What follows belongs to an exercise in optimizing a design on an open flow for small area, a short achievable clock period and few clock cycles per item; a production flow would make more cautious choices. At most, simulation tests tie the RTL to the original design; equivalence was not proved. Only the layout flow was run in runs 1 and 2; the RTL was not checked for function there. Power and IR drop assume default switching activity.

<file path="flow/run.sh">
#!/bin/bash
# synth_recipe.tcl (not shown) runs the flow's synth.tcl, then flattens the netlist and writes it again
# the make line also repeats each setting of config.mk as NAME=value (left out here)
make -C /OpenROAD-flow-scripts/flow DESIGN_CONFIG=/design/flow/config.mk WORK_HOME=/design/flow/orfs CLKGATE_MAP_FILE= SYNTH_SCRIPT=/design/flow/synth_recipe.tcl finish
</file>
<file path="flow/config.mk">
export PLATFORM = sky130hd
export DESIGN_NAME = a429pk
export DESIGN_NICKNAME = a429pk
export VERILOG_FILES = /design/flow/design.v
export SDC_FILE = /design/flow/constraint.sdc
export NUM_CORES = 8
export LEC_CHECK = 0
export CAP_MARGIN = 20
export CORE_MARGIN = 2
export CORE_UTILIZATION = 40
export SLEW_MARGIN = 20
</file>
<file path="flow/constraint.sdc">
create_clock -name core_clock -period 15.0 [get_ports {clk}]
set_input_delay 3.0000 -clock core_clock [delete_from_list [all_inputs] [get_ports {clk}]]
set_output_delay 3.0000 -clock core_clock [all_outputs]
set_load 0.01 [all_outputs]
</file>
<file path="flow/design.v">
module a429pk_add #(parameter W = 8) (
    input  wire [W-1:0] a,
    input  wire [W-1:0] b,
    input  wire         ci,
    output wire [W:0]   s
);
    localparam N = W + 1;
    localparam L = $clog2(N);
    wire [N-1:0] g0 = {a & b, ci};
    wire [N-1:0] p0 = {a ^ b, 1'b0};
    wire [N-1:0] G [0:2*L];
    wire [N-1:0] P [0:2*L];
    assign G[0] = g0;
    assign P[0] = p0;
    genvar l, i;
    generate
        for (l = 0; l < L; l = l + 1) begin : up
            for (i = 0; i < N; i = i + 1) begin : b_
                if (((i + 1) % (1 << (l + 1))) == 0) begin : n
                    assign G[l+1][i] = G[l][i] | (P[l][i] & G[l][i - (1 << l)]);
                    assign P[l+1][i] = P[l][i] & P[l][i - (1 << l)];
                end else begin : t
                    assign G[l+1][i] = G[l][i];
                    assign P[l+1][i] = P[l][i];
                end
            end
        end
        for (l = L - 2; l >= 0; l = l - 1) begin : dn
            for (i = 0; i < N; i = i + 1) begin : b_
                if (((i + 1) % (1 << (l + 1))) == (1 << l) && i >= (1 << (l + 1))) begin : n
                    assign G[2*L-1-l][i] = G[2*L-2-l][i] | (P[2*L-2-l][i] & G[2*L-2-l][i - (1 << l)]);
                    assign P[2*L-1-l][i] = P[2*L-2-l][i] & P[2*L-2-l][i - (1 << l)];
                end else begin : t
                    assign G[2*L-1-l][i] = G[2*L-2-l][i];
                    assign P[2*L-1-l][i] = P[2*L-2-l][i];
                end
            end
        end
    endgenerate
    wire [N-1:0] c = G[2*L-1];             
    assign s = {c[N-1], p0[N-1:1] ^ c[N-2:0]};
endmodule
module a429pk (
    input  wire         clk,
    input  wire         rst,
    input  wire         cmd_valid,
    output wire         cmd_ready,
    input  wire [287:0] cmd,
    output reg          rsp_valid,
    output wire [127:0] rsp_rn,
    output wire [63:0]  rsp_rd,
    output reg          diag_valid,
    output reg  [3:0]   diag_code,
    output wire [31:0]  raw,
    output wire [7:0]   dsr
);
    localparam [7:0] OP_SETRAW  = 8'h01, OP_GETRAW  = 8'h02,
                     OP_SETID   = 8'h03, OP_GETID   = 8'h04,
                     OP_SETSDI  = 8'h05, OP_GETSDI  = 8'h06,
                     OP_SETSSM  = 8'h07, OP_GETSSM  = 8'h08,
                     OP_SETPAR  = 8'h09, OP_GETPAR  = 8'h0A,
                     OP_SETBNR  = 8'h0B, OP_GETBNR  = 8'h0C,
                     OP_SETBCDD = 8'h0D, OP_SETBCD  = 8'h0E,
                     OP_GETBCD  = 8'h0F, OP_SETDISC = 8'h10,
                     OP_GETDISC = 8'h11, OP_SETDBIT = 8'h12,
                     OP_GETDBIT = 8'h13, OP_CLR     = 8'h14,
                     OP_GETWORD = 8'h15, OP_GETDSR  = 8'h16,
                     OP_CLRDSR  = 8'h17;
    localparam [3:0] E_NONE     = 4'd0,
                     E_RANGE    = 4'd1,
                     E_TOOWIDE  = 4'd2,
                     E_OCCUPIED = 4'd3,
                     E_OUTRANGE = 4'd4,
                     E_DIGIT    = 4'd5,
                     E_RADIX    = 4'd6,
                     E_SIGNOVL  = 4'd7,
                     E_ILLEGAL  = 4'd8;
    localparam [3:0] S_IDLE  = 4'd0,
                     S_PREP  = 4'd1,    
                     S_P2    = 4'd2,    
                     S_P1    = 4'd3,    
                     S_DIV   = 4'd4,    
                     S_FIN   = 4'd5,    
                     S_FIN2  = 4'd6,    
                     S_GMUL  = 4'd7,    
                     S_GD2   = 4'd8,    
                     S_DAB   = 4'd9,    
                     S_BW    = 4'd10,   
                     S_BREM  = 4'd11,   
                     S_BSCAN = 4'd12,   
                     S_GBCD  = 4'd13;   
    localparam DSTG = 2;                
    reg [3:0] st;
    reg [31:0]  raw_q;
    reg [7:0]   dsr_q;
    reg [130:0] acc;         
    reg [130:0] ds;          
    reg [63:0]  opx;         
    reg [63:0]  rd;          
    reg [32:0]  alq;         
    reg [5:0]   fb, lb, sb;
    reg [6:0]   wv;          
    reg [4:0]   jc;          
    reg [4:0]   jd;          
    reg [2:0]   dig;         
    reg         first;       
    reg         flip;        
    reg         flip1;       
    reg         neg;         
    reg         nz;          
    reg         hdone;       
    reg         shdone;      
    reg [4:0]   shc;         
    reg [4:0]   sht;         
    reg [6:0]   pos;         
    reg         pend;        
    reg [4:0]   np;          
    reg [3:0]   bk;          
    reg         remq;        
    reg [15:0]  gmask;       
    reg         isset;       
    assign raw       = raw_q;
    assign dsr       = dsr_q;
    assign cmd_ready = (st == S_IDLE);
    assign rsp_rn    = acc[127:0];
    assign rsp_rd    = rd;
    wire idle = (st == S_IDLE);
    wire [7:0]  c_op  = cmd[7:0];
    wire [5:0]  c_f   = cmd[13:8];
    wire [5:0]  c_l   = cmd[19:14];
    wire [5:0]  c_s   = cmd[25:20];
    wire [5:0]  c_rsv = cmd[31:26];
    wire [63:0] c_a   = cmd[95:32];
    wire [63:0] c_b   = cmd[159:96];
    wire [63:0] c_c   = cmd[223:160];
    wire [63:0] c_d   = cmd[287:224];
    function [5:0] msb64(input [63:0] x);
        reg [31:0] a;
        reg [15:0] b;
        reg [7:0]  c;
        reg [3:0]  d;
        reg [1:0]  e;
        begin
            msb64[5] = |x[63:32]; a = msb64[5] ? x[63:32] : x[31:0];
            msb64[4] = |a[31:16]; b = msb64[4] ? a[31:16] : a[15:0];
            msb64[3] = |b[15:8];  c = msb64[3] ? b[15:8]  : b[7:0];
            msb64[2] = |c[7:4];   d = msb64[2] ? c[7:4]   : c[3:0];
            msb64[1] = |d[3:2];   e = msb64[1] ? d[3:2]   : d[1:0];
            msb64[0] = e[1];
        end
    endfunction
    function [4:0] btop(input [63:0] x);
        reg [5:0] m;
        begin
            m    = msb64(x ^ {x[62:0], 1'b0});
            btop = m[5:1];
        end
    endfunction
    function [2:0] bdig(input [63:0] x, input [4:0] j);
        reg [64:0] xx;
        begin
            xx   = {x, 1'b0};
            bdig = xx[{j, 1'b0} +: 3];
        end
    endfunction
    function [6:0] width0(input [5:0] f, input [5:0] l);
        width0 = (f > l) ? 7'd0 : ({1'b0, l} - {1'b0, f} + 7'd1);
    endfunction
    wire c_known   = (c_op >= OP_SETRAW) && (c_op <= OP_CLRDSR);
    wire c_b0      = (c_b == 64'd0);
    wire c_c0      = (c_c == 64'd0);
    wire c_d0      = (c_d == 64'd0);
    wire c_illegal = (c_rsv != 6'd0) || !c_known ||
                     (c_op == OP_SETBNR && (c_b0 || c_d0)) ||
                     (c_op == OP_GETBNR && c_d0) ||
                     (c_op == OP_SETPAR && c_a[63:1] != 63'd0);
    wire op_setbnr = (c_op == OP_SETBNR);
    wire op_getbnr = (c_op == OP_GETBNR);
    wire op_setbcd = (c_op == OP_SETBCD);
    wire op_get    = (c_op == OP_GETRAW) || (c_op == OP_GETDISC) || (c_op == OP_GETDBIT) ||
                     (c_op == OP_GETID)  || (c_op == OP_GETSDI)  || (c_op == OP_GETSSM)  ||
                     (c_op == OP_GETPAR);
    reg [5:0] uf, ul;
    always @(*) begin
        uf = c_f;
        ul = c_l;
        case (c_op)
            OP_SETID,  OP_GETID:  begin uf = 6'd1;  ul = 6'd8;  end
            OP_SETSDI, OP_GETSDI: begin uf = 6'd9;  ul = 6'd10; end
            OP_SETSSM, OP_GETSSM: begin uf = 6'd30; ul = 6'd31; end
            OP_SETPAR, OP_GETPAR: begin uf = 6'd32; ul = 6'd32; end
            OP_SETDBIT, OP_GETDBIT: ul = c_f;
            default: ;
        endcase
    end
    reg  [32:0] u_ge, u_le;
    integer n;
    always @(*) begin
        for (n = 0; n < 33; n = n + 1) begin
            u_ge[n] = (n >= uf);
            u_le[n] = (n <= ul);
        end
    end
    wire [32:0] ext    = {raw_q, 1'b0};                  
    wire        u_bok  = (uf != 6'd0) && (ul <= 6'd32) && (uf <= ul);
    wire [32:0] al     = (ext & u_le) >> uf;             
    wire [31:0] u_get  = al[31:0];                       
    wire [31:0] u_mask = u_ge[32:1] & u_le[32:1];        
    wire        u_occ  = (raw_q & u_mask) != 32'd0;
    wire [5:0]  u_wm1  = ul - uf;                        
    wire [5:0] c_amsb = msb64(c_a);
    wire       c_anz  = (c_a != 64'd0);
    wire [6:0] c_w0   = width0(c_f, c_l);
    wire       c_afit = !c_a[63] && (!c_anz || c_amsb <= u_wm1);
    wire       c_dfit = !c_a[63] && (!c_anz || {1'b0, c_amsb} < c_w0);
    wire       c_par  = c_a[0] ^ (^raw_q);
    wire       c_sok  = (c_s != 6'd0) && (c_s <= 6'd32);    
    wire       c_sbit = ext[c_s[5:0]];
    reg  [31:0] wval;
    reg  [5:0]  wsh;
    wire [31:0] u_wr = wval << wsh;
    wire        in_p1   = (st == S_P1);
    wire [63:0] m_cand  = in_p1 ? rd : ds[127:64];
    wire        d_one   = dig[1] ^ dig[0];
    wire        d_two   = (dig == 3'b011) || (dig == 3'b100);
    wire        d_neg0  = dig[2] && !(dig[1] && dig[0]);
    wire        d_neg   = (d_one || d_two) && (d_neg0 ^ flip);
    wire [65:0] m_c66   = {{2{m_cand[63]}}, m_cand};
    wire [65:0] pp_mag  = d_one ? m_c66 : (d_two ? {m_c66[64:0], 1'b0} : 66'd0);
    wire [65:0] pp_x    = pp_mag ^ {66{d_neg}};
    wire [131:0] pp_y   = {{66{pp_x[65]}}, pp_x};
    wire        nd_opx  = in_p1 || (st == S_P2 && jc == 5'd0);
    wire [63:0] nd_src  = nd_opx ? opx : ds[63:0];
    wire [4:0]  nd_idx  = (st == S_PREP) ? jc : ((st == S_P2 && jc == 5'd0) ? jd : jc - 5'd1);
    wire [2:0]  nd_dig  = bdig(nd_src, nd_idx);
    wire        in_div  = (st == S_DIV);
    wire [131:0] x_d    = {acc, 1'b0};
    wire [131:0] ad_x   = in_div ? x_d : (first ? 132'd0 : {acc[129:0], 2'b00});
    wire [131:0] ad_y   = in_div ? ~{1'b0, ds} : pp_y;
    wire         ad_ci  = in_div ? 1'b1 : d_neg;
    wire [132:0] ad_s;
    a429pk_add #(.W(132)) u_add (.a(ad_x), .b(ad_y), .ci(ad_ci), .s(ad_s));
    wire         q_ge   = ad_s[132];
    wire [130:0] div_r  = q_ge ? ad_s[130:0] : x_d[130:0];
    reg  [32:0] f_ge, f_le;
    integer n2;
    always @(*) begin
        for (n2 = 0; n2 < 33; n2 = n2 + 1) begin
            f_ge[n2] = (n2 >= fb);
            f_le[n2] = (n2 <= lb);
        end
    end
    wire        f_bok   = (fb != 6'd0) && (lb <= 6'd32) && (fb <= lb);
    wire        f_occ   = (raw_q & f_ge[32:1] & f_le[32:1]) != 32'd0;
    wire        f_sgn   = neg && nz;
    wire [31:0] f_raw1  = raw_q | ((f_bok && !f_occ) ? u_wr : 32'd0);
    wire        f_b2    = (sb != 6'd0) && (sb <= 6'd32);
    wire        f_occ2  = f_raw1[sb[4:0] - 5'd1];
    wire [3:0]  f_e1    = !f_bok ? E_RANGE : (f_occ ? E_OCCUPIED : E_NONE);
    wire [3:0]  f_e2    = !f_b2 ? E_RANGE : (f_occ2 ? E_OCCUPIED : E_NONE);
    wire [31:0] f_wr2   = (f_b2 && !f_occ2 && f_sgn) ? (32'd1 << (sb[4:0] - 5'd1)) : 32'd0;
    wire [6:0]  c_span = {1'b0, c_l} - {1'b0, c_f};
    wire [4:0]  c_gcnt = (c_f <= c_l) ? ({1'b0, c_span[5:2]} + 5'd1) : 5'd0;
    wire [1:0]  c_glw  = c_span[1:0];                   
    wire [3:0]  c_glm  = (c_glw == 2'd0) ? 4'b0001 : (c_glw == 2'd1) ? 4'b0011 :
                         (c_glw == 2'd2) ? 4'b0111 : 4'b1111;
    wire [5:0]  c_gt   = 6'd29 - c_f;
    reg  [15:0] c_ginb;
    integer kk;
    always @(*) begin
        for (kk = 0; kk < 16; kk = kk + 1)
            c_ginb[kk] = (kk != 0 || c_f != 6'd0) &&
                         ((kk + 1 == c_gcnt) ? (c_l <= 6'd32) :
                                               (c_f <= 6'd29 && kk <= c_gt[5:2]));
    end
    reg  [4:0]  g_cnt;       
    reg  [3:0]  g_lm;        
    reg  [15:0] g_inb;       
    wire [35:0] al36   = {3'b000, alq};
    reg  [15:0] g_act, g_lst, g_bad, g_occ;
    reg  [63:0] g_dig;      
    reg  [31:0] g_err;      
    integer k;
    always @(*) begin
        for (k = 0; k < 16; k = k + 1) begin : grp
            reg [3:0] d, gm, occn;
            g_act[k] = (k < g_cnt);
            g_lst[k] = (k + 1 == g_cnt);
            gm = g_lst[k] ? g_lm : 4'b1111;
            d  = ds[4*k +: 4];
            g_bad[k] = (d & ~gm) != 4'd0;
            occn = (k <= 8) ? al36[4*k +: 4] : 4'd0;
            g_occ[k] = (occn & gm) != 4'd0;
            g_err[2*k +: 2] = !g_act[k] ? 2'd0 :
                              g_bad[k] ? 2'd3 :
                              !g_inb[k] ? 2'd1 :
                              g_occ[k] ? 2'd2 : 2'd0;
            g_dig[4*k +: 4] = (g_act[k] && g_err[2*k +: 2] == 2'd0) ? d : 4'd0;
        end
    end
    reg [15:0] g_errv;
    integer k2;
    always @(*) begin
        for (k2 = 0; k2 < 16; k2 = k2 + 1)
            g_errv[k2] = g_err[2*k2 +: 2] != 2'd0;
    end
    wire g_e0 = (g_errv == 16'd0);
    wire g_e1 = !g_e0 && ((g_errv & (g_errv - 16'd1)) == 16'd0);
    function [3:0] ecode(input [1:0] e);
        ecode = (e == 2'd1) ? E_RANGE : (e == 2'd2) ? E_OCCUPIED :
                (e == 2'd3) ? E_DIGIT : E_NONE;
    endfunction
    reg [3:0] g_first;
    integer k3;
    always @(*) begin
        g_first = E_NONE;
        for (k3 = 15; k3 >= 0; k3 = k3 - 1)
            if (g_errv[k3]) g_first = ecode(g_err[2*k3 +: 2]);
    end
    wire [3:0] g_scan = ecode(g_err[2*bk +: 2]);
    wire [79:0] g_hmask = ~(80'd0) << {g_cnt, 2'b00};
    wire        g_rem   = (ds[79:0] & g_hmask) != 80'd0;
    wire [3:0]  gi     = np[3:0];
    wire        gb_inb = g_inb[gi];
    wire [3:0]  gb_dig = gb_inb ? al36[{gi, 2'b00} +: 4] : 4'd0;
    wire [31:0] gb_x   = {acc[28:0], 3'b000};
    wire [31:0] gb_y   = {acc[30:0], 1'b0};
    wire [31:0] gb_z   = {28'd0, gb_dig};
    wire [31:0] gb_s   = gb_x ^ gb_y ^ gb_z;
    wire [31:0] gb_c   = {(gb_x[30:0] & gb_y[30:0]) | (gb_x[30:0] & gb_z[30:0]) |
                          (gb_y[30:0] & gb_z[30:0]), 1'b0};
    wire [32:0] gb_acc;
    a429pk_add #(.W(32)) u_gadd (.a(gb_s), .b(gb_c), .ci(1'b0), .s(gb_acc));
    function [3:0] dadj(input [3:0] a);
        begin
            dadj[3] = a[3] | (a[2] & (a[1] | a[0]));
            dadj[2] = (a[2] & ~a[1] & ~a[0]) | (a[3] & a[0]);
            dadj[1] = (~a[2] & a[1]) | (a[1] & a[0]) | (a[3] & ~a[0]);
            dadj[0] = (~a[3] & ~a[2] & a[0]) | (a[2] & a[1] & ~a[0]) | (a[3] & ~a[0]);
        end
    endfunction
    function [75:0] dab1(input [75:0] v, input b);
        integer i;
        reg [75:0] t;
        begin
            for (i = 0; i < 19; i = i + 1)
                t[4*i +: 4] = dadj(v[4*i +: 4]);
            dab1 = {t[74:0], b};
        end
    endfunction
    wire [1:0]  dab_bits = opx[{np, 1'b0} +: 2];
    wire [75:0] dab_out  = dab1(dab1(ds[75:0], dab_bits[1]), dab_bits[0]);
    always @(*) begin
        wval = c_a[31:0];
        wsh  = uf - 6'd1;
        if (idle) begin
            if (c_op == OP_SETPAR) wval = {31'd0, c_par};
        end else if (st == S_FIN) begin
            wval = opx[31:0];
            wsh  = fb - 6'd1;
        end else begin
            if (fb == 6'd0) begin
                wval = g_dig[32:1];
                wsh  = 6'd0;
            end else begin
                wval = g_dig[31:0];
                wsh  = fb - 6'd1;
            end
        end
    end
    reg        nx_diag;
    reg [3:0]  nx_code;
    reg        p1_hd, p1_sd;
    reg [4:0]  p1_shc;
    always @(posedge clk) begin
        nx_diag = 1'b0;
        nx_code = E_NONE;
        p1_hd   = 1'b0;
        p1_sd   = 1'b0;
        p1_shc  = 5'd0;
        dig <= nd_dig;
        if (idle) begin
            fb    <= c_f;
            lb    <= c_l;
            sb    <= c_s;
            alq   <= al;
            g_cnt <= c_gcnt;
            g_lm  <= c_glm;
            g_inb <= c_ginb;
            wv    <= c_w0;
            sht   <= c_w0[6:2] + {4'd0, c_w0[1] | c_w0[0]};
            neg   <= c_a[63] ^ c_b[63] ^ c_c[63] ^ c_d[63];
            flip  <= op_getbnr ? (c_sok && c_sbit) : (c_b[63] ^ c_c[63]);
            flip1 <= c_a[63] ^ c_d[63];
            jc    <= op_setbcd ? 5'd0 : btop(c_c);
            jd    <= btop(c_d);
            first <= 1'b1;
            pend  <= op_getbnr && !u_bok && !c_sok;
            np    <= op_setbcd ? c_amsb[5:1] : {1'b0, u_wm1[5:2]};
            isset <= op_setbnr;
            opx   <= op_setbnr ? c_d : c_a;
            ds    <= {3'd0, (op_getbnr ? {32'd0, (u_bok ? u_get : 32'd0)} :
                             (op_setbcd ? 64'd0 : c_b)),
                            (op_setbcd ? 64'd0 : c_c)};
            rd    <= (!c_illegal && op_getbnr) ? c_d :
                     ((!c_illegal && op_setbnr && !c_c0) ? c_a : 64'd1);
            acc   <= c_illegal ? 131'd0 :
                     op_get ? {99'd0, (u_bok ? u_get : 32'd0)} :
                     (c_op == OP_GETWORD) ? {99'd0, raw_q} :
                     (c_op == OP_GETDSR) ? {123'd0, dsr_q} : 131'd0;
        end
        if (rst) begin
            st         <= S_IDLE;
            raw_q      <= 32'd0;
            dsr_q      <= 8'd0;
            rsp_valid  <= 1'b0;
            diag_valid <= 1'b0;
            diag_code  <= 4'd0;
        end else begin
            rsp_valid <= 1'b0;
            case (st)
            S_IDLE: if (cmd_valid) begin
                rsp_valid <= 1'b1;
                if (c_illegal) begin
                    nx_diag = 1'b1; nx_code = E_ILLEGAL;
                end else begin
                    case (c_op)
                    OP_SETRAW, OP_SETDISC, OP_SETDBIT, OP_SETID, OP_SETSDI,
                    OP_SETSSM, OP_SETPAR, OP_SETBCDD: begin
                        if (c_op == OP_SETBCDD && !c_dfit) begin
                            nx_diag = 1'b1; nx_code = E_DIGIT;
                        end else if (!u_bok) begin
                            nx_diag = 1'b1; nx_code = E_RANGE;
                        end else if (c_op != OP_SETPAR && !c_afit) begin
                            nx_diag = 1'b1; nx_code = E_TOOWIDE;
                        end else if (u_occ) begin
                            nx_diag = 1'b1; nx_code = E_OCCUPIED;
                        end else
                            raw_q <= raw_q | u_wr;
                    end
                    OP_GETRAW, OP_GETDISC, OP_GETDBIT, OP_GETID, OP_GETSDI,
                    OP_GETSSM, OP_GETPAR: begin
                        if (!u_bok) begin
                            nx_diag = 1'b1; nx_code = E_RANGE;
                        end
                    end
                    OP_CLR:     raw_q <= 32'd0;
                    OP_CLRDSR:  dsr_q <= 8'd0;
                    OP_SETBNR: begin
                        if (c_c0) begin
                            nx_diag = 1'b1; nx_code = E_ILLEGAL;
                        end else begin
                            if (c_f <= c_s && c_s <= c_l) begin
                                nx_diag = 1'b1; nx_code = E_SIGNOVL;
                            end
                            rsp_valid <= 1'b0;
                            st <= S_PREP;
                        end
                    end
                    OP_GETBNR: begin
                        if (!u_bok || !c_sok) begin
                            nx_diag = 1'b1; nx_code = E_RANGE;
                        end
                        if (c_c0 || !u_bok || u_get == 32'd0) begin
                            if (!u_bok && !c_sok) begin
                                rsp_valid <= 1'b0;
                                st <= S_GD2;
                            end
                        end else begin
                            rsp_valid <= 1'b0;
                            st <= S_PREP;
                        end
                    end
                    OP_SETBCD: begin
                        if (c_b != 64'd10) begin
                            nx_diag = 1'b1; nx_code = E_RADIX;
                        end else if (c_a[63]) begin
                            nx_diag = 1'b1; nx_code = E_OUTRANGE;
                        end else begin
                            rsp_valid <= 1'b0;
                            st <= c_anz ? S_DAB : S_BW;
                        end
                    end
                    OP_GETBCD: begin
                        if (c_b != 64'd10) begin
                            nx_diag = 1'b1; nx_code = E_RADIX;
                        end else if (c_f <= c_l) begin
                            rsp_valid <= 1'b0;
                            st <= S_GBCD;
                        end
                    end
                    default: ;
                    endcase
                end
            end
            S_PREP: begin
                if (pend) begin
                    nx_diag = 1'b1; nx_code = E_RANGE;
                end
                st <= isset ? S_P2 : S_GMUL;
            end
            S_P2: begin
                acc   <= ad_s[130:0];
                first <= 1'b0;
                jc    <= jc - 5'd1;
                if (jc == 5'd0) begin
                    st     <= S_P1;
                    jc     <= jd;
                    first  <= 1'b1;
                    flip   <= flip1;
                    hdone  <= 1'b0;
                    shdone <= 1'b0;
                    shc    <= 5'd0;
                end
            end
            S_P1: begin
                p1_hd  = hdone;
                p1_sd  = shdone;
                p1_shc = shc;
                if (first) begin
                    ds <= {acc[129:0], 1'b0};
                    p1_sd = (sht == 5'd0);
                end else if (!shdone) begin
                    if (ds[130:127] != 4'd0)
                        p1_sd = 1'b1;
                    else begin
                        ds <= {ds[126:0], 4'd0};
                        p1_shc = shc + 5'd1;
                        p1_sd  = (p1_shc == sht);
                    end
                end
                if (!hdone) begin
                    acc   <= ad_s[130:0];
                    first <= 1'b0;
                    jc    <= jc - 5'd1;
                    p1_hd = (jc == 5'd0);
                end
                hdone  <= p1_hd;
                shdone <= p1_sd;
                shc    <= p1_shc;
                if (p1_hd && p1_sd) begin
                    st  <= S_DIV;
                    opx <= 64'd0;
                    nz  <= 1'b0;
                    pos <= {p1_shc, 2'b00};
                end
            end
            S_DIV: begin
                acc <= div_r;
                opx <= {opx[62:0], q_ge};
                pos <= pos - 7'd1;
                if (q_ge) nz <= 1'b1;
                if (q_ge && pos >= wv) begin
                    nx_diag = 1'b1; nx_code = E_OUTRANGE;
                    rsp_valid <= 1'b1;
                    acc <= 131'd0;
                    rd  <= 64'd1;
                    st  <= S_IDLE;
                end else if (pos == 7'd0)
                    st <= S_FIN;
            end
            S_FIN: begin
                acc <= 131'd0;
                rd  <= 64'd1;
                if (f_e1 != E_NONE && f_e2 != E_NONE) begin
                    nx_diag = 1'b1; nx_code = f_e1;
                    st <= S_FIN2;
                end else begin
                    raw_q <= f_raw1 | f_wr2;
                    if (f_e1 != E_NONE) begin nx_diag = 1'b1; nx_code = f_e1; end
                    if (f_e2 != E_NONE) begin nx_diag = 1'b1; nx_code = f_e2; end
                    rsp_valid <= 1'b1;
                    st <= S_IDLE;
                end
            end
            S_FIN2: begin
                raw_q <= raw_q | f_wr2;
                nx_diag = 1'b1; nx_code = f_e2;
                rsp_valid <= 1'b1;
                st <= S_IDLE;
            end
            S_GMUL: begin
                acc   <= ad_s[130:0];
                first <= 1'b0;
                jc    <= jc - 5'd1;
                if (jc == 5'd0) begin
                    rsp_valid <= 1'b1;
                    st <= S_IDLE;
                end
            end
            S_GD2: begin
                nx_diag = 1'b1; nx_code = E_RANGE;
                rsp_valid <= 1'b1;
                st <= S_IDLE;
            end
            S_DAB: begin
                ds[75:0] <= dab_out;
                np <= np - 5'd1;
                if (np == 5'd0) st <= S_BW;
            end
            S_BW: begin
                raw_q <= raw_q | u_wr;
                if (g_e0) begin
                    if (g_rem) begin nx_diag = 1'b1; nx_code = E_OUTRANGE; end
                    rsp_valid <= 1'b1;
                    st <= S_IDLE;
                end else if (g_e1) begin
                    nx_diag = 1'b1; nx_code = g_first;
                    if (g_rem) st <= S_BREM;
                    else begin
                        rsp_valid <= 1'b1;
                        st <= S_IDLE;
                    end
                end else begin
                    bk    <= 4'd0;
                    remq  <= g_rem;
                    gmask <= g_errv;
                    st    <= S_BSCAN;
                end
            end
            S_BREM: begin
                nx_diag = 1'b1; nx_code = E_OUTRANGE;
                rsp_valid <= 1'b1;
                st <= S_IDLE;
            end
            S_BSCAN: begin
                if (gmask[bk]) begin nx_diag = 1'b1; nx_code = g_scan; end
                bk <= bk + 4'd1;
                if ({1'b0, bk} + 5'd1 == g_cnt) begin
                    if (remq) st <= S_BREM;
                    else begin
                        rsp_valid <= 1'b1;
                        st <= S_IDLE;
                    end
                end
            end
            S_GBCD: begin
                acc[31:0] <= gb_acc[31:0];
                if (!gb_inb) begin nx_diag = 1'b1; nx_code = E_RANGE; end
                np <= np - 5'd1;
                if (np == 5'd0) begin
                    rsp_valid <= 1'b1;
                    st <= S_IDLE;
                end
            end
            default: st <= S_IDLE;
            endcase
            diag_valid <= nx_diag;
            diag_code  <= nx_code;
            if (nx_diag)
                dsr_q[nx_code - 4'd1] <= 1'b1;
        end
    end
endmodule
</file>
==> out/qor.yml, run 1 <==
yosys:
  syn_nets: 9849
  syn_inst: 9139
  yosysTopAreaCellShare_pct: 13.8
  synth_ff_type: "dfxtp_1"
  ys_seq_elements: 587
  synthArstFlopShare_pct: 0
  synth_common_cells: "1200 x nand2_1, 719 x o21ai_0, 671 x nor2_1, 663 x a21oi_1, 607 x clkbuf_1"
  synth-edff-count: 132
  ys_seq_area_share_pct: 19.8
  yosys_warnings: 3
  synthTopCellsByArea: "dfxtp_1 14%, nand2_1 6.8%, ha_1 6.4%"
  yosysTopAreaCell: "dfxtp_1"
  yosysMostFrequentCell: "nand2_1"
  syn_area_per_cell_sq_um: 7.21
  synth_area_sq_um: 65900
  yosysUniqueCellTypes: 122
setup_path:
  rrSetupSlack_ns: 5.29
  critPathKind: "in2reg"
  cp_data_required_time_ns: 15.60
  cp.arrival_ns: 12.08
  crit_fanout: 47
  crit_path_start: "cmd[4]"
  worstReg2RegEnd: "dsr_q[1]"
  r2r_start: "st[1]"
  worstSetupEndpointType: "flip-flop"
  reg2reg_depth: 27
  critPathCapture: "dsr_q[1]"
  crit_path_start_kind: "primary input"
routing:
  ant_nets: 0
  drcViolationCount: 0
  vias_per_cell: 6.98
  wl_per_cell_microns: 36.7
  drtPass1Iterations: 11
  routed_wl_mm: 418
  vias: 79604
  first_iter_violations: 13617
power:
  combPwrFrac_pct: 65.2
  clkPwrFrac_pct: 15.5
  irDropWorstVdd_v: 0.000134
  design_power_total_mw: 13.9
  sw_frac_of_total_pct: 56.2
  power_density_nw_per_um2: 185
  internal_power_mw: 6.09
  switching_power_mw: 7.82
  p_seq_share_pct: 19.4
  p_leak_nw: 29.5
grt:
  antenna_found_initial: 44
  grt_remaining_overflow: 0
  grt_pass1_vias: 72071
  grt_use_total_pct: 47.7
  grt_pass1_wl_mm: 576
  grt_max_degree: 212
layout:
  multi_input_area_sq_um: 47500
  layout.nets: 9851
  nFillCells: 16605
  drive_above_1_share_pct: 7.19
  regArea_sq_um: 13100
  syn2layout_area_growth_pct: 14.2
  post_layout_nonfiller_instances: 11401
sta:
  finalSetupViolCount: 0
  worstMarginPinSlew_ns: 1.28
  slew_violations: 0
  finalCritPeriodShare_pct: 76.5
  rsz0062_at_grt: "no"
  min_period_ns: 11.48
  tns_ns: 0
  fin_skew_ns: 0.0629
  slew_headroom_pct: 12.5
  hold_ws_ns: 0.487
  hold_viol: 0
  max_freq_mhz: 87.1
place:
  portBuffers: 529
  place_inst: 11229
  dp_hpwl_mm: 321
  gp_congestion: 1.10
die:
  initial_core_util_pct: 40.4
  die_h_microns: 410
  boundaryPins: 530
  die-area_sq_um: 168000
  die_x_microns: 410
  rows: 148
  core_sq_um: 163000
cts:
  cts_made_buffers: 82
  htreeDepth: 3
  cts_tree: "yes"
  clock_sinks: 587
  cts.repair.resized: 0
  cts_setup_buffers: 0
  holdBufCountCts: 0
  cts_buffer_depth: 3
  clkLatencyLatePin_ns: 0.78
  cts-root-buf: "clkbuf_16"
  cts.clk_slew.worst_paths_ns: 0.06
min_path:
  hold_class: "reg2reg"
run:
  cap_violations: 0
status:
  status: "complete, no violations"
## cell type report
cell class                 count  share of cell area, %
clock inverter                43                  0.758
inverter                     489                   2.46
clock buffer                 106                   3.03
timing repair buffer         788                   9.65
antenna                       20                 0.0665
multi-input combinational   7193                   63.1
sequential                   587                   17.4
tap                         2175                   3.61
## sequential cells by signal, summed over array words and instances (netlist names), 5 cells and up
signal  flops
gmask      16
sht         5
opx        64
ds        131
acc       131
g_cnt       5
pos         7
raw_q      32
shc         5
dsr_q       8
np          5
lb          6
wv          7
fb          6
jd          5
rd         64
g_inb      16
jc          5
sb          6
alq        33
## stage by stage
step / area [sq um] / setup WS, ns / util (%)
finish: 75300 / 3.52 / 46.2
global route: 75300 / 3.06 / 46.1
CTS: 75200 / 3.79 / 46.1
detailed placement: 72300 / 3.02 / 44.3
global placement: 72300 / 3.03 / 44.3
floorplan: 65900 / 5.55 / -
## how the worst min path moves through the flow
stage,from,endpoint,slack (ns),depth (start not counted)
after floorplan,flip1,flip,0.44,1
after global placement,flip1,flip,0.46,1
after detailed placement,flip1,flip,0.46,1
after CTS,acc[130],acc[130],0.49,1
after global routing,acc[130],acc[130],0.49,1
final,acc[130],acc[130],0.49,1
## logic make-up (layout without fill, tap and decap cells)
group / Yosys count / after routing / synth area share (%)
xor gates and xnor gates: 293 / 293 / 3.89
DFF: 587 / 587 / 19.8
muxes: 213 / 213 / 4.32
buffers and inverters: 1359 / 1426 / 8.69
AOI/OAI and AO/OA: 3169 / 3169 / 32.1
adders and majority gates: 422 / 422 / 8.93
other: 0 / 20 / 0
and+or+nand+nor: 3096 / 3096 / 22.2
## layer usage
metal	wire length, microns	vias up	global-route usage, %
li1	-	33632	-
met1	158000	38627	60.6
met2	167000	5992	67.0
met3	59900	1323	17.8
met4	33200	30	31.1
met5	213	-	0
## power groups by stage
| stage | Combinational, mW | Sequential (mW) | Clock [mW] |
|---|---|---|---|
| after floorplan | 5.56 | 2.29 | 0 |
| final | 9.07 | 2.70 | 2.15 |
| after global routing | 9.54 | 2.69 | 2.21 |
| after CTS | 8.65 | 2.63 | 2.15 |
| after global placement | 8.54 | 2.66 | 0 |
| after detailed placement | 8.60 | 2.66 | 0 |
## layout by cell type, fill, tap and decap left out, types with 81 or more instances in the layout
| master | Yosys | final |
|---|---|---|
| dfxtp_1 | 455 | 453 |
| nand4_1 | 97 | 97 |
| a21oi_1 | 663 | 661 |
| buf_4 | 137 | 255 |
| clkdlybuf4s50_1 | 0 | 528 |
| nand2b_1 | 150 | 149 |
| xor2_1 | 207 | 207 |
| nor2_1 | 671 | 653 |
| o22ai_1 | 148 | 147 |
| o221ai_1 | 101 | 101 |
| o31ai_1 | 89 | 88 |
| xnor2_1 | 86 | 86 |
| a211oi_1 | 81 | 81 |
| nand3_1 | 202 | 201 |
| a221oi_1 | 149 | 149 |
| nand2_1 | 1200 | 1194 |
| edfxtp_1 | 132 | 132 |
| mux2i_1 | 136 | 128 |
| a22oi_1 | 302 | 302 |
| nor3_1 | 230 | 227 |
| a31oi_1 | 110 | 108 |
| nand3b_1 | 86 | 86 |
| a21o_1 | 124 | 124 |
| fa_1 | 82 | 82 |
| o21ai_0 | 719 | 715 |
| inv_1 | 481 | 478 |
| clkbuf_16 | 0 | 83 |
| ha_1 | 337 | 337 |
## worst max-delay path, cell delays in order
cell and delay (ns):
clkdlybuf4s50_1 0.66, or4_1 1.01, nor3_2 0.59, a221oi_2 0.11
nand2_1 0.11, buf_4 0.48, inv_1 0.08, buf_4 0.31
ha_1 0.40, inv_1 0.16, nand2_1 0.09, o21ba_2 0.23
nand2_1 0.36, buf_4 0.40, mux2_2 0.39, a221o_1 0.37
nor3_1 0.18, or4_4 0.20, a2111oi_2 0.07, o41a_1 0.50
a2111oi_0 0.75, nor2_1 0.37, ha_1 0.35, xor2_1 0.46
nor2_1 0.10, a22oi_1 0.16, o21ai_0 0.11
==> run 2: changes to the inputs <==
--- a/flow/config.mk
+++ b/flow/config.mk
@@ -5,7 +5,8 @@
 export SDC_FILE = /design/flow/constraint.sdc
 export NUM_CORES = 8
 export LEC_CHECK = 0
-export CAP_MARGIN = 20
+export CAP_MARGIN = 40
 export CORE_MARGIN = 2
 export CORE_UTILIZATION = 40
-export SLEW_MARGIN = 20
+export SETUP_SLACK_MARGIN = 5
+export SLEW_MARGIN = 40
==> run 2 against run 1 <==
  * First-iteration DRC count about the same
  * Via count grew 0.14%
  * Area after synthesis did not move
  * Cell area up 0.75%
  * Flip-flop and latch count unchanged
  * Synthesized cell count unchanged
  * Largest power group unchanged
  * Cell count grew 0.13%
  * Count of clock-buffer cells in the layout increased by 3
  * Clock power fell by 3%
  * Critical path depth is 3 lower
  * Highest routed layer unchanged
  * Combinational power increased by 0.8%
  * Still clean on timing, DRC and antenna
==> out/qor.yml, run 2 <==
place:
  portBuffers: 529  # unchanged
  dp_hpwl_mm: 321  # +0.16%
  gp_congestion: 1.10  # unchanged
  place_inst: 11235  # +0.053%
min_path:
  min_path_cells: 1  # unchanged
  holdPathEnd: "flip"
  hold_class: "reg2reg"
  hold_start: "flip1"
die:
  core_sq_um: 163000  # unchanged
  die-area_sq_um: 168000  # unchanged
  die_h_microns: 410  # unchanged
  rows: 148  # unchanged
  die_x_microns: 410  # unchanged
  initial_core_util_pct: 40.4  # unchanged
  boundaryPins: 530  # unchanged
grt:
  grt_pass1_wl_mm: 575  # -0.15%
  grt_max_degree: 212  # unchanged
  grt_use_total_pct: 47.6  # about the same
  antenna_found_initial: 48  # +9.1%
  grt_pass1_vias: 72177  # +0.15%
  grt_remaining_overflow: 0  # unchanged
cts:
  cts-root-buf: "clkbuf_16"
  htreeDepth: 3  # unchanged
  cts_tree: "yes"
  cts_made_buffers: 80  # -2.4%
  cts.clk_slew.worst_paths_ns: 0.06  # about the same
  cts_buffer_depth: 3  # unchanged
  holdBufCountCts: 0  # unchanged
  clock_sinks: 587  # unchanged
  clkLatencyLatePin_ns: 0.77  # about the same
setup_path:
  crit_fanout: 51  # +8.5%
  r2r_start: "st[1]"
  cp.arrival_ns: 10.34  # -1.74 ns
  crit_chain: "clkdlybuf4s50_1 > or4_4 > buf_4 > nor3_4 > nor3_4 > buf_4 > inv_2 > buf_4 > nand3_2 > nor4_2 > nor3_4 > buf_4 > and3_1 > a211oi_2 > o211a_1 > o32ai_1 > o41ai_2 > nand4_1 > o21ai_4 > ha_2 > xor2_2 > nor2_1 > a22oi_1 > o21ai_0"
  cp_data_required_time_ns: 15.59  # about the same
  worstReg2RegEnd: "acc[1]"
  worstSetupEndpointType: "flip-flop"
  rrSetupSlack_ns: 5.39  # +0.10 ns
  path_delay_family: "simple AND/OR/NAND/NOR gates"
  critPathKind: "in2reg"
  crit_buf_inv: 6  # unchanged
  crit_path_top_delay_cell: "or4_4"
  cpMostUsedCell: "buf_4"
  slowest_delay_ns: 0.71  # -0.30 ns
  reg2reg_depth: 28  # +3.7%
  crit_path_start_kind: "primary input"
yosys:
  synth-edff-count: 132  # unchanged
  synth_area_sq_um: 65900  # unchanged
  synth_common_cells: "1200 x nand2_1, 719 x o21ai_0, 671 x nor2_1, 663 x a21oi_1, 607 x clkbuf_1"
  ys_seq_elements: 587  # unchanged
  yosysTopAreaCell: "dfxtp_1"
  syn_nets: 9849  # unchanged
  synthTopCellsByArea: "dfxtp_1 14%, nand2_1 6.8%, ha_1 6.4%"
  ys_seq_area_share_pct: 19.8  # unchanged
  yosys_warnings: 3  # unchanged
  yosysMostFrequentCell: "nand2_1"
  syn_area_per_cell_sq_um: 7.21  # unchanged
  synth_ff_type: "dfxtp_1"
  yosysTopAreaCellShare_pct: 13.8  # unchanged
  syn_inst: 9139  # unchanged
  yosysUniqueCellTypes: 122  # unchanged
  synthArstFlopShare_pct: 0  # unchanged
run:
  cap_violations: 0  # unchanged
layout:
  layout.nets: 9870  # +0.19%
  mostFrequentLayoutCell: "nand2_1"
  drive_above_1_share_pct: 7.99  # +0.80 points
  top_regs: "acc (131), ds (131)"
  syn2layout_area_growth_pct: 15.1
  layout_common_cells: "1192 x nand2_1, 712 x o21ai_0, 655 x a21oi_1"
  post_layout_nonfiller_instances: 11416  # +0.13%
power:
  irDropWorstVdd_v: 0.000137  # +2.2%
  power_density_nw_per_um2: 184  # -0.72%
  p_leak_nw: 29.7  # +0.81%
  design_power_total_mw: 13.9  # about the same
routing:
  vias: 79719  # +0.14%
  dr_wl_met2_mm: 166  # -0.50%
  top_layer: "met5"
  wl_per_cell_microns: 36.7  # about the same
  drtPass1Iterations: 10  # -1
  wl_met1_mm: 158  # +0.28%
  met3_length_mm: 59.4  # -0.92%
  drcViolationCount: 0  # unchanged
  ant_nets: 0  # unchanged
  routed_wl_mm: 419  # +0.11%
  vias_per_cell: 6.98  # about the same
  first_iter_violations: 13624  # +0.051%
sta:
  slew_violations: 0  # unchanged
  finalSetupViolCount: 0  # unchanged
  worstMarginPinSlew_ns: 1.06  # -0.218 ns
  min_period_ns: 9.76  # -1.73 ns
  max_freq_mhz: 103  # +18%
  tns_ns: 0  # unchanged
  slew_headroom_pct: 28.7  # +16 points
  hold_viol: 0  # unchanged
  fin_skew_ns: 0.0582  # -0.00465 ns
  finalCritPeriodShare_pct: 65.0  # -12 points
  rsz0062_at_grt: "yes"
status:
  status: "complete, no violations"
==> run 2: cell type report <==
cell class | instances | area (sq um)
diodes | 20 | 50.0
clock inverters | 34 | 460
clock buffers | 109 | 2240
fillers | 16583 | 87300
flip-flops and latches | 587 | 13100
inverters | 489 | 1850
multi-input cells | 7193 | 47900
well taps | 2175 | 2720
repair buffers | 809 | 7560
==> run 2: per-stage QoR <==
stage	utilization (%)	area [sq um]	setup WS, ns	hold WS [ns]
5_1_grt	46.5	75800	4.98	0.492
3_3_place_gp	44.3	72300	3.03	0.458
6_report	46.5	75900	5.24	0.484
2_1_floorplan	-	65900	5.55	0.443
3_5_place_dp	44.6	72700	2.97	0.459
4_1_cts	46.3	75500	5.02	0.481
==> run 2: per-layer routing <==
layer	GRT usage, %	up-vias
li1	-	33687
met1	60.6	38526
met2	66.8	6123
met3	17.5	1359
met4	31.9	24
met5	0.0862	-
==> run 2: worst max-delay path by stage <==
stage          endpoint  depth (start not counted)    from  slack, ns
3_3_place_gp   dsr_q[3]                         27  cmd[4]       3.03
3_5_place_dp   dsr_q[1]                         27  cmd[4]       2.97
5_1_grt        dsr_q[1]                         26  cmd[5]       4.98
4_1_cts        dsr_q[1]                         29  cmd[4]       5.02
6_report       dsr_q[1]                         24  cmd[5]       5.24
2_1_floorplan  dsr_q[1]                         29  cmd[5]       5.55
==> run 2: cells by family after synthesis <==
| family | synth area share, % |
|---|---|
| fa+ha+maj | 8.93 |
| buf+inv | 8.69 |
| compound gates | 32.1 |
| xor+xnor | 3.89 |
| mux | 4.32 |
| simple gates | 22.2 |
| flops | 19.8 |
==> run 2: report_power, final <==
part	internal, mW	leakage, nW	switching [mW]
registers	2.01	5.15	0.691
logic	2.89	23.2	6.25
clock network	1.18	1.32	0.906
total	6.08	29.7	7.85
==> run 2: what timing repair did <==
item,CTS,global route
buffers inserted,1,14
gates resized for setup,19,15
pin swaps,3,7
cloned,0,0
setup endpoints to repair,45,39
==> run 3: changes to the inputs <==
--- a/flow/design.v
+++ b/flow/design.v
@@ -4,8 +4,16 @@
     input  wire         ci,
     output wire [W:0]   s
 );
+    function integer clg(input integer v);
+        integer t;
+        begin
+            clg = 0;
+            for (t = v - 1; t > 0; t = t >> 1)
+                clg = clg + 1;
+        end
+    endfunction
     localparam N = W + 1;
-    localparam L = $clog2(N);
+    localparam L = clg(N);
     wire [N-1:0] g0 = {a & b, ci};
     wire [N-1:0] p0 = {a ^ b, 1'b0};
     wire [N-1:0] G [0:2*L];
==> run 3 against run 2 <==
  * Still clean on timing, DRC and antenna
  * Sequential share of layout area stayed put
  * Cell area stayed put
  * Cell count stayed put
  * Area after synthesis stayed put
  * Register-to-register slack hardly changed
  * Worst setup slack stayed put
  * First-iteration DRC count stayed put
  * Die area stayed put
  * Hold slack stayed put
  * Fmax stayed put
  * Critical path type unchanged
  * Critical endpoint unchanged
  * Highest routed layer unchanged
==> out/qor.yml, run 3 <==
yosys:
  synth-compound-area-share_pct: 32.1  # unchanged
  yosysTopAreaCell: "dfxtp_1"
  synth_top_family_by_area: "compound AO/OA/AOI/OAI gates"
  synthArstFlopShare_pct: 0  # unchanged
  synth_ff_type: "dfxtp_1"
  synthTopCellsByArea: "dfxtp_1 14%, nand2_1 6.8%, ha_1 6.4%"
  syn_area_per_cell_sq_um: 7.21  # unchanged
  synth-simple-area-share_pct: 22.2  # unchanged
  synthMuxAreaShare_pct: 4.32  # unchanged
  yosysUniqueCellTypes: 122  # unchanged
  yosysMostFrequentCell: "nand2_1"
  synthXorXnorAreaFrac_pct: 3.89  # unchanged
  syn_inst: 9139  # unchanged
  ys_seq_elements: 587  # unchanged
  synth_adder_area_share_pct: 8.93  # unchanged
  yosys_warnings: 3  # unchanged
  synth-edff-count: 132  # unchanged
  synth_area_sq_um: 65900  # unchanged
  ys_seq_area_share_pct: 19.8  # unchanged
  synth_common_cells: "1200 x nand2_1, 719 x o21ai_0, 671 x nor2_1, 663 x a21oi_1, 607 x clkbuf_1"
  yosysTopAreaCellShare_pct: 13.8  # unchanged
  syn_nets: 9849  # unchanged
setup_path:
  crit_path_top_delay_cell: "or4_4"
  crit_chain: "clkdlybuf4s50_1 > or4_4 > buf_4 > nor3_4 > nor3_4 > buf_4 > inv_2 > buf_4 > nand3_2 > nor4_2 > nor3_4 > buf_4 > and3_1 > a211oi_2 > o211a_1 > o32ai_1 > o41ai_2 > nand4_1 > o21ai_4 > ha_2 > xor2_2 > nor2_1 > a22oi_1 > o21ai_0"
  critPathKind: "in2reg"
  crit_fanout: 51  # unchanged
  crit_path_start_kind: "primary input"
  cp.arrival_ns: 10.34  # about the same
  worstSetupEndpointType: "flip-flop"
  cpMostUsedCell: "buf_4"
  slowest_delay_ns: 0.71  # about the same
  cp_data_required_time_ns: 15.59  # about the same
cts:
  cts_buffer_depth: 3  # unchanged
  cts_tree: "yes"
  holdBufCountCts: 0  # unchanged
  cts.clk_slew.worst_paths_ns: 0.06  # about the same
  htreeDepth: 3  # unchanged
  clock_sinks: 587  # unchanged
  clkLatencyLatePin_ns: 0.77  # about the same
  cts_made_buffers: 80  # unchanged
  cts-root-buf: "clkbuf_16"
sta:
  finalSetupViolCount: 0  # unchanged
  rsz0062_at_grt: "yes"
  hold_viol: 0  # unchanged
  tns_ns: 0  # unchanged
  min_period_ns: 9.76  # unchanged
  finalCritPeriodShare_pct: 65.0  # unchanged
  fin_skew_ns: 0.0582  # unchanged
  worstMarginPinSlew_ns: 1.06  # unchanged
  slew_violations: 0  # unchanged
  max_freq_mhz: 103  # unchanged
  slew_headroom_pct: 28.7  # unchanged
grt:
  grt_pass1_vias: 72177  # unchanged
  grt_use_total_pct: 47.6  # unchanged
  grt_max_degree: 212  # unchanged
  grt_pass1_wl_mm: 575  # unchanged
  antenna_found_initial: 48  # unchanged
  grt_remaining_overflow: 0  # unchanged
die:
  initial_core_util_pct: 40.4  # unchanged
  die_h_microns: 410  # unchanged
  die_x_microns: 410  # unchanged
  rows: 148  # unchanged
  boundaryPins: 530  # unchanged
  core_sq_um: 163000  # unchanged
  die-area_sq_um: 168000  # unchanged
routing:
  routed_wl_mm: 419  # unchanged
  first_iter_violations: 13624  # unchanged
  drcViolationCount: 0  # unchanged
  wl_per_cell_microns: 36.7  # unchanged
  ant_nets: 0  # unchanged
  drtPass1Iterations: 10  # unchanged
  vias: 79719  # unchanged
  vias_per_cell: 6.98  # unchanged
layout:
  layout_common_cells: "1192 x nand2_1, 712 x o21ai_0, 655 x a21oi_1"
  layout.nets: 9870  # unchanged
  mostFrequentLayoutCell: "nand2_1"
  finish.instance_area_sq_um: 75900  # unchanged
  syn2layout_area_growth_pct: 15.1  # unchanged
  top_regs: "acc (131), ds (131)"
  drive_above_1_share_pct: 7.99  # unchanged
place:
  gp_congestion: 1.10  # unchanged
  place_area_sq_um: 72700  # unchanged
  dp_hpwl_mm: 321  # unchanged
  portBuffers: 529  # unchanged
power:
  p_leak_nw: 29.7  # unchanged
  power_density_nw_per_um2: 184  # unchanged
  irDropWorstVdd_v: 0.000137  # unchanged
run:
  cap_violations: 0  # unchanged
min_path:
  hold_class: "reg2reg"
status:
  status: "complete, no violations"
run 3: final cells by class:
cell class | instances | area (sq um)
fillers | 16583 | 87300
flip-flops and latches | 587 | 13100
inverters | 489 | 1850
repair buffers | 809 | 7560
clock inverters | 34 | 460
multi-input cells | 7193 | 47900
clock buffers | 109 | 2240
diodes | 20 | 50.0
well taps | 2175 | 2720
run 3: where the power goes:
| part | switching, mW | internal [mW] | leakage, nW |
|---|---|---|---|
| registers | 0.691 | 2.01 | 5.15 |
| clock network | 0.906 | 1.18 | 1.32 |
| logic | 6.25 | 2.89 | 23.2 |
| total | 7.85 | 6.08 | 29.7 |
run 3: final timing paths:
kind               start  cells after the start  slack (ns)        to
hold / removal     flip1                      1        0.48      flip
hold reg to reg    flip1                      1        0.48      flip
setup reg to reg   st[1]                     28        5.39    acc[1]
setup / recovery  cmd[5]                     24        5.24  dsr_q[1]
run 3: logic make-up (layout without fill, tap and decap cells):
group	count (synthesis)	count (layout)
adders and majority gates	422	422
DFF	587	587
AOI/OAI and AO/OA	3169	3169
buffers and inverters	1359	1441
other	0	20
muxes	213	213
and+or+nand+nor	3096	3096
xor gates and xnor gates	293	293
run 3: per-stage QoR:
stage / setup slack [ns] / total power [mW] / instances / hold slack (ns) / util (%)
after floorplan: 5.55 / 7.85 / 9139 / 0.443 / -
after global placement: 3.03 / 11.2 / 11228 / 0.458 / 44.3
after detailed placement: 2.97 / 11.3 / 11235 / 0.459 / 44.6
after CTS: 5.02 / 13.4 / 11379 / 0.481 / 46.3
after global routing: 4.98 / 14.4 / 11404 / 0.492 / 46.5
final: 5.24 / 13.9 / 11416 / 0.484 / 46.5
run 3: what timing repair did:
item                                    in CTS  in global routing
gates cloned                                 0                  0
gates resized for setup                     19                 15
pin swaps                                    3                  7
setup buffers                                1                 14
endpoints found under the setup margin      45                 39
hold endpoints to repair                     0                  0
run 3: metal layers:
metal	global-route usage (%)	wire length, microns	vias to the layer above
met5	0.0862	162	-
met3	17.5	59400	1359
met2	66.8	166000	6123
met1	60.6	158000	38526
li1	-	-	33687
met4	31.9	34700	24
run 3: critical path, delay by kind of cell:
family | cells | cell delay [ns]
adders and majority gates | 1 | 0.32
buffers and inverters | 6 | 1.96
and+or+nand+nor | 9 | 2.72
AOI/OAI and AO/OA | 7 | 1.88
xor gates and xnor gates | 1 | 0.30
Testbench counts of run 3, summed over its fixed seeds: cycles 8,110, commands 3,486.

[port drivers added, routing unchanged]
The flow's constraints put no driver on any port. The routed layouts listed below were extracted and timed again, unchanged, in two steps. Step 1 assumes that a clkbuf_16 drives the clock port and a buf_2 every other input. Step 2, shift: input delay + t, output delay - t, t = (earliest + latest rising clock arrival at the registers) / 2. This alone moves slack from input paths to output paths. a / b / c = no drivers / after step 1 / after step 2; a / b = the first two.
| run | t, ns | setup WS [ns] | worst setup path at the end |
|---|---|---|---|
| run 1 | 0.844 | 3.518 / 3.588 / 2.745 | input to register |
| run 2 | 0.836 | 5.245 / 5.323 / 4.487 | input to register |
| run 3 | 0.836 | 5.245 / 5.323 / 4.487 | input to register |
After both steps setup and hold are still met in every run listed. For run 1, which loses most, drivers alone change the setup slack by +0.070 ns; drivers and shift together by -0.773 ns.
